Source: an optimization exercise on an open RTL-to-GDS flow (aim: small area, a short achievable clock period and few clock cycles). Production flows keep margins and buffers that such runs may drop. Function not checked in this run: the RTL went through the layout flow alone. Power figures rest on the tool's default switching activity, not on a simulated workload.

## flow/design.v

```verilog
module gsh_core (
    input  wire        clk,
    input  wire        rst,           
    input  wire        req_valid,
    output wire        req_ready,
    input  wire        req_we,
    input  wire [18:0] req_addr,
    input  wire [31:0] req_wdata,
    output reg         rsp_valid,
    output wire [31:0] rsp_rdata
);
    localparam ST_OK        = 3'd0;
    localparam ST_OUT_RANGE = 3'd1;
    localparam ST_MALFORMED = 3'd2;
    localparam ST_TRUNCATED = 3'd3;
    localparam ST_LEN_OVF   = 3'd4;
    localparam ST_ILLEGAL   = 3'd5;
    localparam O_ILL    = 4'd0;
    localparam O_CREATE = 4'd1;
    localparam O_WRAP   = 4'd2;
    localparam O_SETU8  = 4'd3;
    localparam O_GETU8  = 4'd4;
    localparam O_SETU16 = 4'd5;
    localparam O_GETU16 = 4'd6;
    localparam O_SETSTR = 4'd7;
    localparam O_GETSTR = 4'd8;
    localparam O_CRC    = 4'd9;
    localparam O_XOR    = 4'd10;
    localparam O_ENC    = 4'd11;
    localparam O_FWRAP  = 4'd12;
    localparam O_DEC    = 4'd13;
    reg  [2:0]  code;
    reg         sticky;
    reg  [4:0]  msg_len;     
    reg  [4:0]  frm_len;     
    reg  [15:0] data_r;
    reg  [15:0] count_r;
    reg  [7:0]  xor1;
    reg  [7:0]  xor2;
    reg  [15:0] crc_r;       
    reg  [447:0] mem;        
    reg         busy;
    reg         sv;          
    reg         s_rd;        
    reg         s_reg;       
    reg         s_buf;       
    reg         s_cmd;       
    reg  [3:0]  s_op;
    reg         s_ahi;       
    reg         s_lbig;      
    reg  [15:0] sw;          
    reg  [5:0]  r_ba;        
    reg  [5:0]  w_ba;        
    assign req_ready = !busy;
    wire acc_req = req_valid && !busy;
    wire a_reg = (req_addr[18:6] == 13'd0) && (req_addr[1:0] == 2'd0) && (req_addr[5:2] <= 4'd9);
    wire a_msg = (req_addr[18:16] == 3'd1) && (req_addr[15:4] == 12'd0);
    wire a_str = (req_addr[18:16] == 3'd2) && (req_addr[15:4] == 12'd0);
    wire a_frm = (req_addr[18:17] == 2'b10) && (req_addr[16:5] == 12'd0) && (req_addr[4:3] != 2'b11);
    wire [5:0] a_ba = a_frm ? {1'b1, req_addr[4:0]} :
                      a_str ? {2'b01, req_addr[3:0]} :
                      a_msg ? {2'b00, req_addr[3:0]} : {2'b00, req_addr[5:2]};
    wire a_cmd = req_we && (req_addr == 19'd0);
    wire [7:0]  i_opc = req_wdata[31:24];
    wire        i_a0  = (req_wdata[23:8] == 16'd0);
    wire        i_b0  = (req_wdata[7:0] == 8'd0);
    reg  [3:0]  i_op;
    always @(*) begin
        case (i_opc)
            8'h01: i_op = i_b0 ? O_CREATE : O_ILL;
            8'h02: i_op = i_b0 ? O_WRAP   : O_ILL;
            8'h10: i_op = O_SETU8;
            8'h11: i_op = i_b0 ? O_GETU8  : O_ILL;
            8'h12: i_op = i_b0 ? O_SETU16 : O_ILL;
            8'h13: i_op = i_b0 ? O_GETU16 : O_ILL;
            8'h14: i_op = i_b0 ? O_SETSTR : O_ILL;
            8'h15: i_op = i_b0 ? O_GETSTR : O_ILL;
            8'h20: i_op = (i_a0 && i_b0) ? O_CRC : O_ILL;
            8'h21: i_op = i_a0 ? O_XOR : O_ILL;
            8'h30: i_op = (i_a0 && i_b0) ? O_ENC : O_ILL;
            8'h31: i_op = O_FWRAP;
            8'h32: i_op = (i_a0 && i_b0) ? O_DEC : O_ILL;
            default: i_op = O_ILL;
        endcase
    end
    wire i_multi = (i_op == O_SETU16) || (i_op == O_GETU16) || (i_op == O_SETSTR) ||
                   (i_op == O_GETSTR) || (i_op == O_CRC) || (i_op == O_ENC) || (i_op == O_DEC);
    wire [5:0] i_rba = (i_op == O_SETSTR) ? 6'd16 :
                       (i_op == O_CRC || i_op == O_ENC) ? 6'd0 : {2'b00, req_wdata[11:8]};
    wire [5:0] i_wba = (i_op == O_GETSTR) ? 6'd16 :
                       (i_op == O_ENC) ? 6'd32 : {2'b00, req_wdata[11:8]};
    reg        erun;
    reg [4:0]  ej;
    reg [4:0]  ejl;          
    wire        c_first = sv && s_cmd;
    wire [4:0]  op_a = sw[12:8];
    wire [7:0]  op_b = sw[7:0];
    wire [3:0]  eop  = s_op;
    reg  [7:0] r1;
    integer rb;
    always @(*) begin
        r1 = 8'd0;
        for (rb = 0; rb < 56; rb = rb + 1)
            r1 = r1 | ({8{r_ba == rb}} & mem[8*rb +: 8]);
    end
    wire [127:0] msg_v = mem[127:0];
    wire [127:0] frb_v = mem[8*35 +: 128];
    wire a_gt16 = s_ahi || (op_a > 5'd16);
    wire oor_1  = s_ahi || (op_a >= msg_len);                        
    wire [5:0] a_p1 = {1'b0, op_a} + 6'd1;
    wire oor_2  = s_ahi || (a_p1 >= {1'b0, msg_len});                
    wire [5:0] a_pc = {1'b0, op_a} + {1'b0, count_r[4:0]};
    wire oor_s  = s_ahi || (count_r[15:5] != 11'd0) || (a_pc >= {1'b0, msg_len});
    wire [15:0] dec_n   = {mem[8*33 +: 8], mem[8*34 +: 8]};
    wire        dec_mal = (frm_len < 5'd8);
    wire [4:0]  flm8    = frm_len - 5'd8;
    wire        dec_tr  = (dec_n[15:5] != 11'd0) || (dec_n[4:0] > flm8);
    wire [4:0] enc_f    = (msg_len > 5'd6) ? msg_len : 5'd6;
    function [15:0] crc_byte;
        input [15:0] a;
        input [7:0]  d;
        integer k;
        reg [15:0] x;
        begin
            x = a ^ {8'd0, d};
            for (k = 0; k < 8; k = k + 1)
                x = x[0] ? ((x >> 1) ^ 16'hA001) : (x >> 1);
            crc_byte = x;
        end
    endfunction
    reg        n_run;        
    reg [4:0]  n_jl;
    reg        w_en;
    reg [7:0]  w_d;
    reg [5:0]  n_rba, n_wba;
    reg        p_msg, p_frm;
    reg [4:0]  p_len;
    reg        p_selm, p_self;
    reg [7:0]  p_key;
    reg        crc_en, crc_one, crc_init;
    reg        st_en;
    reg [2:0]  st_c;
    wire [4:0] ejn = ej + 5'd1;
    wire [4:0] j   = erun ? ej : 5'd0;
    wire       run = erun || c_first;
    wire [7:0] kx3 = xor1 ^ xor2 ^ crc_r[15:8];
    always @(*) begin
        n_run   = 1'b0;
        n_jl    = ejl;
        w_en    = 1'b0;
        w_d     = sw[7:0];
        n_rba   = r_ba + 6'd1;
        n_wba   = w_ba + 6'd1;
        p_msg   = 1'b0;
        p_frm   = 1'b0;
        p_len   = msg_len;
        p_selm  = 1'b1;
        p_self  = 1'b0;
        p_key   = kx3;
        crc_en  = 1'b0;
        crc_one = 1'b0;
        crc_init = c_first;
        st_en   = 1'b0;
        st_c    = ST_OK;
        if (run) begin
            st_en = erun ? (ej == ejl) : 1'b1;
            n_run = erun && (ej != ejl);
            case (eop)
            O_ILL: st_c = ST_ILLEGAL;
            O_CREATE: begin
                if (a_gt16) st_c = ST_LEN_OVF;
                else begin
                    p_msg  = 1'b1;
                    p_len  = op_a;
                    p_selm = 1'b0;
                    p_key  = 8'd0;
                end
            end
            O_WRAP: if (a_gt16) st_c = ST_LEN_OVF;
            O_FWRAP: if (s_lbig) st_c = ST_LEN_OVF;
            O_SETU8: begin
                if (oor_1) st_c = ST_OUT_RANGE;
                else w_en = 1'b1;
            end
            O_GETU8: if (oor_1) st_c = ST_OUT_RANGE;
            O_XOR: begin
                p_msg = 1'b1;
                p_key = op_b;
            end
            O_SETU16: begin
                w_d = erun ? data_r[7:0] : data_r[15:8];
                if (c_first) begin
                    if (oor_2) st_c = ST_OUT_RANGE;
                    else begin
                        w_en = 1'b1;
                        st_en = 1'b0;
                        n_run = 1'b1; n_jl = 5'd1;
                    end
                end else begin
                    w_en = 1'b1;
                end
            end
            O_GETU16: begin
                if (c_first) begin
                    if (oor_2) st_c = ST_OUT_RANGE;
                    else begin
                        st_en = 1'b0;
                        n_run = 1'b1; n_jl = 5'd1;
                    end
                end
            end
            O_SETSTR, O_GETSTR: begin
                w_d = r1;
                if (c_first) begin
                    if (oor_s) st_c = ST_OUT_RANGE;
                    else if (count_r[4:0] != 5'd0) begin
                        w_en = 1'b1;
                        if (count_r[4:0] != 5'd1) begin
                            st_en = 1'b0;
                            n_run = 1'b1; n_jl = count_r[4:0] - 5'd1;
                        end
                    end
                end else begin
                    w_en = 1'b1;
                end
            end
            O_CRC: begin
                crc_en  = (msg_len != 5'd0);
                crc_one = c_first;
                if (c_first && msg_len > 5'd1) begin
                    st_en = 1'b0;
                    n_run = 1'b1; n_jl = msg_len - 5'd1;
                end
            end
            O_ENC: begin
                crc_en  = (j < msg_len);
                crc_one = c_first;
                if (c_first) begin
                    st_en = 1'b0;
                    n_run = 1'b1; n_jl = enc_f + 5'd1;
                end
                case (j)
                    5'd0: begin w_en = 1'b1; w_d = xor1; end
                    5'd1: begin w_en = 1'b1; w_d = 8'd0; end
                    5'd2: begin w_en = 1'b1; w_d = {3'd0, msg_len}; n_wba = 6'd37 + {1'b0, msg_len}; end
                    5'd3: begin w_en = 1'b1; w_d = xor2; end
                    5'd4: begin w_en = 1'b1; w_d = xor2 ^ {3'd0, msg_len}; end
                    5'd5: begin w_en = 1'b1; w_d = 8'd0; n_wba = 6'd35 + {1'b0, msg_len}; end
                    default: n_wba = w_ba;
                endcase
                if (erun && ej == ejl - 5'd1) begin
                    p_msg = 1'b1;
                    p_frm = 1'b1;
                    w_en  = 1'b1;
                    w_d   = crc_r[15:8];
                    n_wba = w_ba + 6'd1;
                end
                if (erun && ej == ejl) begin
                    w_en  = 1'b1;
                    w_d   = crc_r[7:0];
                end
            end
            O_DEC: begin
                if (c_first) begin
                    n_rba = 6'd35 + {1'b0, dec_n[4:0]};
                    if (dec_mal) st_c = ST_MALFORMED;
                    else if (dec_tr) st_c = ST_TRUNCATED;
                    else begin
                        st_en = 1'b0;
                        n_run = 1'b1; n_jl = 5'd4;
                    end
                end
                if (erun && ej == 5'd2) n_rba = r_ba + 6'd2;
                if (erun && ej == 5'd4) begin
                    p_msg  = 1'b1;
                    p_frm  = 1'b1;
                    p_selm = 1'b0;
                    p_self = 1'b1;
                end
            end
            default: ;
            endcase
        end else if (sv && !s_rd && s_buf) begin
            w_en = 1'b1;
        end
    end
    wire [7:0] kx = p_msg ? p_key : 8'd0;
    wire [7:0] wx = w_d ^ kx;
    reg  [127:0] p_t;
    reg  [15:0]  in_rng;
    integer i;
    always @(*) begin
        for (i = 0; i < 16; i = i + 1) begin
            in_rng[i] = p_msg && (i < p_len);
            p_t[8*i +: 8] = (({8{in_rng[i] && p_selm}} & msg_v[8*i +: 8]) |
                             ({8{in_rng[i] && p_self}} & frb_v[8*i +: 8]) |
                             ({8{!in_rng[i]}} & wx)) ^ kx;
        end
    end
    integer b;
    always @(posedge clk) begin
        for (b = 0; b < 56; b = b + 1) begin
            if (b < 16) begin
                if (in_rng[b] || (w_en && w_ba == b))
                    mem[8*b +: 8] <= p_t[8*b +: 8];
            end else if (b >= 35 && b < 51) begin
                if ((p_frm && in_rng[b-35]) || (w_en && w_ba == b))
                    mem[8*b +: 8] <= p_t[8*(b-35) +: 8];
            end else begin
                if (w_en && w_ba == b)
                    mem[8*b +: 8] <= w_d;
            end
        end
    end
    reg [15:0] rd_q;
    reg [15:0] reg_val;
    always @(*) begin
        case (w_ba[3:0])
            4'd1: reg_val = {8'd0, sticky, 4'd0, code};
            4'd2: reg_val = {11'd0, msg_len};
            4'd3: reg_val = {11'd0, frm_len};
            4'd4: reg_val = data_r;
            4'd5: reg_val = count_r;
            4'd6: reg_val = {8'd0, xor1};
            4'd7: reg_val = {8'd0, xor2};
            4'd8: reg_val = crc_r;
            4'd9: reg_val = 16'd16;
            default: reg_val = 16'd0;
        endcase
    end
    always @(posedge clk) begin
        if (sv && s_rd)
            rd_q <= s_reg ? reg_val : (s_buf ? {8'd0, r1} : 16'd0);
    end
    assign rsp_rdata = {16'd0, rd_q};
    always @(posedge clk) begin
        if (acc_req) begin
            s_rd   <= !req_we;
            s_reg  <= a_reg && !a_cmd;
            s_buf  <= a_msg | a_str | a_frm;
            s_cmd  <= a_cmd;
            s_op   <= i_op;
            s_ahi  <= (req_wdata[23:13] != 11'd0);
            s_lbig <= (req_wdata[23:5] != 19'd0) || (req_wdata[4:0] > 5'd24);
            sw     <= req_wdata[15:0];
            r_ba   <= a_cmd ? i_rba : a_ba;
            w_ba   <= a_cmd ? i_wba : a_ba;
        end else if (run) begin
            r_ba   <= n_rba;
            w_ba   <= n_wba;
        end
        ejl <= n_jl;
        ej  <= erun ? ejn : 5'd1;
    end
    always @(posedge clk) begin
        if (rst) begin
            busy      <= 1'b0;
            sv        <= 1'b0;
            rsp_valid <= 1'b0;
            erun      <= 1'b0;
            code      <= ST_OK;
            sticky    <= 1'b0;
            msg_len   <= 5'd0;
            frm_len   <= 5'd0;
            data_r    <= 16'd0;
            count_r   <= 16'd0;
            xor1      <= 8'd0;
            xor2      <= 8'd0;
            crc_r     <= 16'd0;
        end else begin
            sv        <= acc_req;
            rsp_valid <= sv && s_rd;
            erun      <= n_run;
            busy      <= (acc_req && a_cmd && i_multi) ||
                         (n_run && (erun ? (ejn != ejl) : (n_jl != 5'd1)));
            if (st_en) begin
                code <= st_c;
                if (st_c != ST_OK) sticky <= 1'b1;
            end
            if (crc_en)
                crc_r <= crc_byte(crc_init ? 16'hFFFF : crc_r, (eop == O_ENC) ? (r1 ^ xor2) : r1);
            else if (crc_one)
                crc_r <= 16'hFFFF;
            if (sv && !s_rd && s_reg) begin
                case (w_ba[3:0])
                    4'd1: if (sw[7]) sticky <= 1'b0;
                    4'd4: data_r  <= sw;
                    4'd5: count_r <= sw;
                    4'd6: xor1    <= sw[7:0];
                    4'd7: xor2    <= sw[7:0];
                    default: ;
                endcase
            end
            if (run) begin
                case (eop)
                    O_CREATE, O_WRAP: if (!a_gt16) msg_len <= op_a;
                    O_GETU8: if (!oor_1) data_r <= {8'd0, r1};
                    O_GETU16: begin
                        if (erun) data_r[7:0] <= r1;
                        else if (!oor_2) data_r[15:8] <= r1;
                    end
                    O_FWRAP: if (!s_lbig) frm_len <= sw[4:0];
                    O_ENC: if (erun && ej == ejl) frm_len <= msg_len + 5'd8;
                    O_DEC: begin
                        if (c_first) begin
                            if (dec_mal || dec_tr) begin
                                msg_len <= 5'd0;
                                xor1    <= 8'd0;
                                xor2    <= 8'd0;
                                crc_r   <= 16'd0;
                            end else begin
                                msg_len <= dec_n[4:0];
                                xor1    <= mem[8*32 +: 8];
                            end
                        end
                        if (erun && ej == 5'd1) crc_r[15:8] <= r1;
                        if (erun && ej == 5'd2) crc_r[7:0]  <= r1;
                        if (erun && ej == 5'd3) xor2 <= r1 ^ {3'd0, msg_len};
                    end
                    default: ;
                endcase
            end
        end
    end
endmodule
```

## flow/run.sh

```bash
#!/bin/bash
# synth_recipe.tcl (not shown) runs the flow's synth.tcl, then flattens the netlist and writes it again
# the make line also repeats each setting of config.mk as NAME=value (left out here)
make -C /OpenROAD-flow-scripts/flow DESIGN_CONFIG=/design/flow/config.mk WORK_HOME=/design/flow/orfs CLKGATE_MAP_FILE= SYNTH_SCRIPT=/design/flow/synth_recipe.tcl finish
```

## flow/config.mk

```make
export PLATFORM = sky130hd
export DESIGN_NAME = gsh_core
export DESIGN_NICKNAME = gsh_core
export VERILOG_FILES = /design/flow/design.v
export SDC_FILE = /design/flow/constraint.sdc
export NUM_CORES = 4
export LEC_CHECK = 0
export ABC_CLOCK_PERIOD_IN_PS = 3000
export CAP_MARGIN = 20
export CORE_MARGIN = 2
export CORE_UTILIZATION = 35
export SETUP_SLACK_MARGIN = 5
export SLEW_MARGIN = 20
```

## flow/constraint.sdc

```tcl
create_clock -name core_clock -period 10.0 [get_ports {clk}]
set_input_delay 2.0000 -clock core_clock [delete_from_list [all_inputs] [get_ports {clk}]]
set_output_delay 2.0000 -clock core_clock [all_outputs]
set_load 0.01 [all_outputs]
```

==> metrics.md <==
| Metric | Value |
|---|---|
| Outcome | `complete, no violations` |
| DRC errors left | `0` |
| Antenna-violating nets left | `0` |
| H-Tree Level Count | `3` |
| CP arrival | `5310 ps` |
| Tmin final | `between 5000 and 6000 ps` |
| Avg Inst Size Synth | `between 10 and 15 µm²` |
| I/O Buffers | `just over 70` |
| Switching pwr | `about 1.6 mW` |
| Clk_skew | `31.3 ps` |
| First-pass GRT wire length | `211 mm` |
| Core Region | `~0.095 mm²` |
| Clock root buffer | `clkbuf_16` |
| Post-DP HPWL | `around 110 mm` |
| Die H | `313 µm` |
| Total Neg Setup Slack | `0 ps` |
| Startpoint Class | `flip-flop` |
| Leakage | `13.6 nW` |
| CTS tree | `done` |
| Critical Path Sink Type | `flip-flop` |
| GP Congestion | `~1.1` |
| Num rows | `113` |
| Storage cell area | `between 0.015 and 0.02 mm²` |
| Reg with most FFs | `mem` |
| Max-slew headroom | `approximately 20%` |
| Worst-path fanout max | `24` |
| Maximum vdd drop | `approximately 0.12 mV` |
| 1st-iter DRT viols | `4919` |
| Final Max Tran Viols | `0` |
| Sw frac | `a little over a quarter` |
| Register area share after synthesis | `between 50 and 60%` |
| DR WL/cell | `between 30 and 40 µm` |
| Fmax | `~190 MHz` |
| Max reg flops | `448` |
| # Max-Cap Violations | `0` |
| Fin nets | `3378` |
| WP buf/inv | `4` |
| Grt ovf | `0` |
| Yosys reg bits | `594` |
| Die footprint | `0.0981 mm²` |
| Comb pwr share | `12.0%` |
| FFs w/ async S/R, synth | `0%` |
| HP Class | `flip-flop to flip-flop` |
| Pwr Total | `between 6 and 7 mW` |
| Synthesis Warnings | `1` |
| Crit Path Category | `flip-flop to flip-flop` |
| RSZ-0062 raised after global routing | `yes` |
| Tightest Pin Transition | `1180 ps` |
| Placed insts | `4409` |
| Crit-path leading delay family | `simple AND/OR/NAND/NOR gates` |
| Required @ worst endpoint | `between 10000 and 15000 ps` |
| Clock buffer count from CTS | `69` |
| Clk slew on worst S/H paths | `60 ps` |
| Fill cells | `between 9000 and 10000` |
| Cell Count, Final, Fillers Out | `4586` |
| Slowest CP cell | `a2111oi_0` |
| Synth unique cells | `89` |
| Number of vias per cell | `about 6.6` |
| Initial Utilization | `a little over a third` |
| Synth Flop Type | `edfxtp_1` |
| Die Width | `between 300 and 400 µm` |
| Largest net degree at the start of global routing | `62` |
| First-pass detailed-route iteration total | `9` |
| I/O pin cnt | `~90` |
| Initial antenna violation count | `11` |
| Tcrit/Tclk final | `51.3%` |
| PwrDens | `~160 mW/mm²` |
| Worst slack, placed | `roughly 4200 ps` |
| Final setup fails | `0` |
| Clock latency on the worst-skew pair | `660 ps` |
| P&R area growth vs syn | `15.5%` |
| Clock Tree Buf Depth | `3` |
| Post-Syn Area | `0.0335 mm²` |
| Number of synthesized flops with an enable pin | `approximately 500` |
| WHS | `489 ps` |
| Total length of routed wires | `153 mm` |
| Clock Sinks | `594` |
| Flop pwr share | `approximately 45%` |
| Clock share of power | `between 40% and 50%` |
| Number of global-route vias before repair | `roughly 27000` |
| Area of the multi-input gates | `roughly 0.016 mm²` |
| GRT Total Usage | `a little under a third` |
| Worst-path cell chain | `inv_1 > ha_1 > and3b_1 > and3_1 > a2111oi_0 > nand4_1 > nor4_4 > buf_4 > o22ai_1 > a21oi_1 > a21o_1 > buf_4 > inv_1` |
| Share of cells above drive strength 1 | `roughly 11%` |
| Vias | `30100` |
| Internal power | `4.50 mW` |
| Cells after Synth | `~3200` |
| Setup ws final | `4870 ps` |
| Hold Fails Final Rpt | `0` |
| Crit-path max cell delay | `roughly 820 ps` |
-- Yosys cell counts (19+ instances only) --
cell type    n  area, µm²
a2111oi_0   49        429
a211oi_1    36        270
a21o_1      24        180
a21oi_1    120        601
a221oi_1    24        210
a22oi_1    150       1130
a31oi_1     21        131
and2_1      35        219
and3_1     183       1140
buf_4       19        143
clkbuf_1   200        751
dfxtp_1     92       1840
edfxtp_1   502      15100
ha_1        57        713
inv_1       57        214
mux2i_1    129       1290
nand2_1    229        860
nand2b_1    25        156
nand3_1    193        966
nand4_1     59        369
nor2_1     219        822
nor2b_1     34        213
nor3_1      45        225
nor4_1      24        150
o21ai_0    143        716
o22ai_1     46        288
xnor2_1    119       1040
xor2_1      74        648
-- repair_timing --
action                                  CTS  global route
hold buffers                              0             0
cloned                                    2             2
pin swaps                                20             2
endpoints found under the setup margin  591           486
resized for setup                        61            28
setup buffers                            37             7
-- tightest hold or removal path, cell delays in order, from the launching register on --
cell and delay, ps:
dfxtp_1 330, nand2_1 60, a21oi_1 50
-- worst paths after layout --
check,startpoint,endpoint,slack [ps],depth (start not counted)
hold / removal,count_r[8],count_r[8],490,2
setup reg to reg,r_ba[1],mem[233],4870,13
hold reg to reg,count_r[8],count_r[8],490,2
setup / recovery,r_ba[1],mem[233],4870,13
-- cells by family (layout without fill, tap and decap cells) --
family	Yosys count	in the layout	synth area share, %
and+or+nand+nor	1142	1142	17.9
adders and majority gates	59	59	2.25
xor gates and xnor gates	196	196	5.24
muxes	139	139	4.19
DFF	594	594	50.5
buffers and inverters	320	402	4.03
other	1	17	0.0112
AOI/OAI and AO/OA	772	772	15.9
-- routing by layer --
| metal | track usage [%] | wire length [µm] | vias up |
|---|---|---|---|
| met5 | 0.0484 | 108 | - |
| met4 | 14.5 | 9190 | 14 |
| met3 | 8.72 | 21500 | 486 |
| met2 | 43.5 | 63100 | 2534 |
| met1 | 41.3 | 59200 | 14800 |
| li1 | - | - | 12300 |
-- area by class of cell --
cell class / count / share of cell area [%]
multi-input combinational: 2324 / 40.7
tap: 1265 / 4.09
timing repair buffer: 212 / 4.76
inverter: 59 / 0.621
timing repair inverter: 4 / 0.0777
clock inverter: 36 / 1.02
clock buffer: 91 / 4.92
sequential: 594 / 43.8
antenna: 1 / 0.00647
-- power by group through the flow --
stage / Combinational, mW / Sequential [mW] / Clock (mW)
after floorplan: 0.419 / 2.78 / 0
after global placement: 0.645 / 2.80 / 0
after detailed placement: 0.649 / 2.80 / 0
after CTS: 0.698 / 2.75 / 2.64
after global routing: 0.756 / 2.75 / 2.74
final: 0.738 / 2.75 / 2.64
-- per-stage QoR --
stage / utilization [%] / area (µm²)
after floorplan: - / 33500
after global placement: 37.5 / 35600
after detailed placement: 37.5 / 35600
after CTS: 40.5 / 38500
after global routing: 40.7 / 38700
final: 40.7 / 38700
-- placed cells by master (no fill, tap or decap), types with 25 or more instances in the layout --
master	instances
and3_1	182
clkbuf_16	72
a22oi_1	150
xor2_1	74
clkdlybuf4s50_1	71
nor2b_1	29
edfxtp_1	502
dfxtp_1	92
nand4_1	59
buf_4	133
o22ai_1	35
a2111oi_0	39
nand2_1	223
o21ai_0	133
and2_1	33
a21oi_1	119
xnor2_1	119
nand2b_1	25
a211oi_1	36
ha_1	57
mux2i_1	129
nor3_1	42
nor2_1	197
nand3_1	193
inv_1	52

## afterwards: timing with drivers on the ports
Ports are ideal in the flow. The routed layout listed here was re-timed in OpenROAD.
Step 1 sets driving cells, clkbuf_16 on the clock port and buf_2 on the other inputs (assumed; they add their load-dependent delay and slew).
Step 2 moves the port delays by t, midway between the first and last clock arrival at a register: inputs arrive t later, outputs are due t later. That takes back most of the time a late clock gives input paths.
a / b / c = no drivers / after step 1 / after step 2; a / b = the first two.
t, ns: 0.714
setup slack, ns: 4.867 / 4.867 / 4.867
hold slack, ns: 0.489 / 0.489 / 0.489
latest minus earliest clock arrival (ns): 0.032 / 0.032
cell pins on the clock port's net: 1
After both steps this run still meets setup and hold. For this run, drivers alone change the setup slack by 0.000 ns; drivers and shift together by 0.000 ns.
